From an optimization exercise on the open Yosys and OpenROAD flow, aimed at small area, a short achievable clock period and few clock cycles; shortcuts taken in it are not production practice.
Where RTL was checked, it was by simulation tests only, not by an equivalence proof against the original.

## bluenumi_led
module bluenumi_led (
    input  wire        clk,
    input  wire        rst,           
    input  wire        cmd_valid,
    output wire        cmd_ready,
    input  wire [63:0] cmd_word,
    input  wire [31:0] cmd_now,       
    output wire        rsp_valid,
    output wire [3:0]  rsp_status,
    output wire [31:0] led_level      
);
For scale: roughly 1200 cells after synthesis, ~140 I/O pins, about 8000 um^2 of cells after synthesis.
==> module bluenumi_led, before the edit <==
module bluenumi_led (
    input  wire        clk,
    input  wire        rst,           
    input  wire        cmd_valid,
    output wire        cmd_ready,
    input  wire [63:0] cmd_word,
    input  wire [31:0] cmd_now,       
    output wire        rsp_valid,
    output wire [3:0]  rsp_status,
    output wire [31:0] led_level      
);
    localparam [7:0] OP_NOP     = 8'h00;
    localparam [7:0] OP_UPDATE  = 8'h40;
    localparam [7:0] OP_PAUSE   = 8'h41;
    localparam [7:0] OP_RESUME  = 8'h42;
    localparam [7:0] OP_SET_EN  = 8'h43;
    localparam [7:0] OP_SET_PAT = 8'h44;
    reg        led_en;
    reg        led_paused;
    reg        led_pattern;
    reg  [7:0] lvl [0:3];
    reg        busy;         
    reg        phase;        
    reg        upd_q;        
    reg  [2:0] a_q;          
    reg  [1:0] t_q;          
    reg  [7:0] s2_q;         
    wire [7:0] op     = cmd_word[63:56];
    wire       hi_z   = (cmd_word[55:8] == 48'd0);
    wire       mid_z  = (cmd_word[7:1] == 7'd0);
    wire       b0     = cmd_word[0];
    wire is_nop   = (op == OP_NOP);
    wire is_upd   = (op == OP_UPDATE);
    wire is_pause = (op == OP_PAUSE);
    wire is_res   = (op == OP_RESUME);
    wire is_en    = (op == OP_SET_EN);
    wire is_pat   = (op == OP_SET_PAT);
    wire op_ok = is_nop | is_upd | is_pause | is_res | is_en | is_pat;
    wire rnz   = ((is_nop | is_upd | is_pause | is_res) & ~(hi_z & mid_z & ~b0)) |
                 (is_en & ~(hi_z & mid_z)) |
                 (is_pat & ~hi_z);
    wire bad   = is_pat & ~mid_z;
    wire [3:0] status = ~op_ok ? 4'd1 : rnz ? 4'd2 : bad ? 4'd6 : 4'd0;
    wire       ok     = op_ok & ~rnz & ~bad;
    wire accept   = cmd_valid & ~busy;
    wire live_upd = is_upd & led_en & ~led_paused;
    wire two_cyc  = ~rnz & (live_upd | (is_en & ~b0));
    wire last     = busy & (~upd_q | ~led_pattern | phase);
    assign cmd_ready  = ~busy;
    assign rsp_valid  = ~rst & (last | (cmd_valid & ~busy & ~two_cyc));
    assign rsp_status = busy ? 4'd0 : status;
    wire [29:0] A = cmd_now[31:2];
    wire [7:0]  S2;
    bn_now_fold u_fold (.A(A), .S2(S2));
    wire [6:0] m_q = (s2_q >= 8'd125) ? s2_q[6:0] - 7'd125 : s2_q[6:0];
    wire [8:0] v_q = {m_q, t_q};
    wire [8:0] w_q = 9'd500 - v_q;
    wire [2:0] dj  = a_q - v_q[4:2];
    wire [2:0] j_q = {dj[2] ^ dj[0], dj[1:0]};
    wire neg0 = j_q[2] ^ (j_q[1:0] != 2'd0);
    wire neg1 = j_q[2] ^ j_q[1];
    wire neg2 = j_q[2] ^ (j_q[1:0] == 2'd3);
    wire neg3 = j_q[2];
    wire xw = led_pattern ? phase : j_q[0];
    wire [8:0] x = xw ? w_q : v_q;
    wire [7:0] s_q, c_q;
    bn_sin_eval u_sin (.neg(xw ? neg3 : neg0), .x(x), .q(s_q));
    bn_cos_eval u_cos (.neg(xw ? neg1 : neg2), .x(x), .q(c_q));
    wire       eval  = busy & upd_q;
    wire [1:0] r_ch  [0:3];
    wire [7:0] new_ch [0:3];
    wire [3:0] wr_ch;
    genvar k;
    generate
        for (k = 0; k < 4; k = k + 1) begin : g_ch
            wire [1:0] kk = led_pattern ? k : 2'd0;
            assign r_ch[k]   = j_q[1:0] + kk;
            assign new_ch[k] = (r_ch[k][0] ^ r_ch[k][1]) ? c_q : s_q;
            assign wr_ch[k]  = eval & (~led_pattern | (r_ch[k][0] == phase));
            assign led_level[8*k +: 8] = wr_ch[k] ? new_ch[k] : lvl[k];
        end
    endgenerate
    integer i;
    always @(posedge clk) begin
        if (rst) begin
            led_en      <= 1'b1;
            led_paused  <= 1'b0;
            led_pattern <= 1'b0;
            for (i = 0; i < 4; i = i + 1)
                lvl[i] <= 8'd0;
            busy        <= 1'b0;
            phase       <= 1'b0;
        end else begin
            if (accept) begin
                busy  <= two_cyc;
                phase <= 1'b0;
                upd_q <= live_upd & ok;
                a_q   <= A[2:0];
                t_q   <= cmd_now[1:0];
                s2_q  <= S2;
            end else if (busy) begin
                busy  <= ~last;
                phase <= 1'b1;
            end
            if (accept & ok) begin
                if (is_pause)
                    led_paused <= 1'b1;
                if (is_res)
                    led_paused <= 1'b0;
                if (is_en)
                    led_en <= b0;
                if (is_pat)
                    led_pattern <= b0;
            end
            for (i = 0; i < 4; i = i + 1)
                lvl[i] <= (accept & ok & is_en & ~b0) ? 8'd0 : led_level[8*i +: 8];
        end
    end
endmodule
Settings: LEC_CHECK=0, ABC_AREA=1, CAP_MARGIN=20, CORE_MARGIN=2, CORE_UTILIZATION=45, PLACE_DENSITY=0.6, SLEW_MARGIN=20, SYNTH_MEMORY_MAX_BITS=131072; clock period 30.0 ns.
standard.sh (not shown) runs the stock make flow with config.mk's settings and CLKGATE_MAP_FILE= SYNTH_SCRIPT=/design/flow/synth_recipe.tcl, a recipe that flattens the netlist after the stock synthesis.
==> flow/flow/run.sh <==
#!/bin/bash
# The standard layout (standard.sh), with one change: the buffers that
# buffer_ports puts on every input and output port are sky130_fd_sc_hd__buf_1
# cells instead of the tool's default pick (clkdlybuf4s50_1, a delay cell).
# ORFS's own logs go to orfs/logs; make's output goes to standard.log.
set -euo pipefail
bash standard.sh 'BUFFER_PORTS_ARGS=-buffer_cell sky130_fd_sc_hd__buf_1' finish > standard.log 2>&1
Testbench counts at the start, summed over its fixed seeds: cycles 37,036.
Edit:
--- a/flow/design.v
+++ b/flow/design.v
@@ -975,12 +975,13 @@
     reg        led_paused;
     reg        led_pattern;
     reg  [7:0] lvl [0:3];
     reg        busy;         
     reg        phase;        
     reg        upd_q;        
+    reg        rnz_q;        
     reg  [2:0] a_q;          
     reg  [1:0] t_q;          
     reg  [7:0] s2_q;         
     wire [7:0] op     = cmd_word[63:56];
     wire       hi_z   = (cmd_word[55:8] == 48'd0);
     wire       mid_z  = (cmd_word[7:1] == 7'd0);
@@ -997,17 +998,17 @@
                  (is_pat & ~hi_z);
     wire bad   = is_pat & ~mid_z;
     wire [3:0] status = ~op_ok ? 4'd1 : rnz ? 4'd2 : bad ? 4'd6 : 4'd0;
     wire       ok     = op_ok & ~rnz & ~bad;
     wire accept   = cmd_valid & ~busy;
     wire live_upd = is_upd & led_en & ~led_paused;
-    wire two_cyc  = ~rnz & (live_upd | (is_en & ~b0));
+    wire two_cyc  = live_upd | (is_en & ~b0);
     wire last     = busy & (~upd_q | ~led_pattern | phase);
     assign cmd_ready  = ~busy;
     assign rsp_valid  = ~rst & (last | (cmd_valid & ~busy & ~two_cyc));
-    assign rsp_status = busy ? 4'd0 : status;
+    assign rsp_status = busy ? {2'b00, rnz_q, 1'b0} : status;
     wire [29:0] A = cmd_now[31:2];
     wire [7:0]  S2;
     bn_now_fold u_fold (.A(A), .S2(S2));
     wire [6:0] m_q = (s2_q >= 8'd125) ? s2_q[6:0] - 7'd125 : s2_q[6:0];
     wire [8:0] v_q = {m_q, t_q};
     wire [8:0] w_q = 9'd500 - v_q;
@@ -1021,22 +1022,22 @@
     wire [8:0] x = xw ? w_q : v_q;
     wire [7:0] s_q, c_q;
     bn_sin_eval u_sin (.neg(xw ? neg3 : neg0), .x(x), .q(s_q));
     bn_cos_eval u_cos (.neg(xw ? neg1 : neg2), .x(x), .q(c_q));
     wire       eval  = busy & upd_q;
     wire [1:0] r_ch  [0:3];
-    wire [7:0] new_ch [0:3];
     wire [3:0] wr_ch;
     genvar k;
     generate
         for (k = 0; k < 4; k = k + 1) begin : g_ch
             wire [1:0] kk = led_pattern ? k : 2'd0;
             assign r_ch[k]   = j_q[1:0] + kk;
-            assign new_ch[k] = (r_ch[k][0] ^ r_ch[k][1]) ? c_q : s_q;
             assign wr_ch[k]  = eval & (~led_pattern | (r_ch[k][0] == phase));
-            assign led_level[8*k +: 8] = wr_ch[k] ? new_ch[k] : lvl[k];
+            wire use_c = wr_ch[k] & (r_ch[k][0] ^ r_ch[k][1]);
+            wire use_s = wr_ch[k] & ~(r_ch[k][0] ^ r_ch[k][1]);
+            assign led_level[8*k +: 8] = ({8{use_c}} & c_q) | ({8{use_s}} & s_q) | ({8{~wr_ch[k]}} & lvl[k]);
         end
     endgenerate
     integer i;
     always @(posedge clk) begin
         if (rst) begin
             led_en      <= 1'b1;
@@ -1048,12 +1049,13 @@
             phase       <= 1'b0;
         end else begin
             if (accept) begin
                 busy  <= two_cyc;
                 phase <= 1'b0;
                 upd_q <= live_upd & ok;
+                rnz_q <= rnz;
                 a_q   <= A[2:0];
                 t_q   <= cmd_now[1:0];
                 s2_q  <= S2;
             end else if (busy) begin
                 busy  <= ~last;
                 phase <= 1'b1;
Via count rises by about 1.3%.
Design area stays flat.
Synthesized cell count rises by 0.66%.
Fmax falls by 0.79%.
Setup slack gets worse by 0.11 ns.
The RTL of the second run of this note was laid out without a check of its function.

-- separate check: timing with driven ports --
In the flow no input, the clock included, has a driving cell. The finished layouts below were timed again as built, in two steps. Step 1 sets driving cells, clkbuf_16 on the clock port and buf_2 on the other inputs (assumed; they add their load-dependent delay and slew). Step 2 moves the port delays by t, midway between the first and last clock arrival at a register: inputs arrive t later, outputs are due t later. That takes back most of the time a late clock gives input paths. Slacks: no drivers / after step 1 / after step 2; pairs: no drivers / after step 1.
run | shift t [ns] | setup slack, ns | worst data-port slew with drivers (ns)
the first run | 0.337 | 16.140 / 16.120 / 16.120 | 0.11
the second run | 0.337 | 16.030 / 16.008 / 16.008 | 0.08
After both steps setup and hold are still met in every run listed. The setup slack of the second run, which loses most, moves by -0.022 ns with the drivers and by -0.022 ns with both steps.
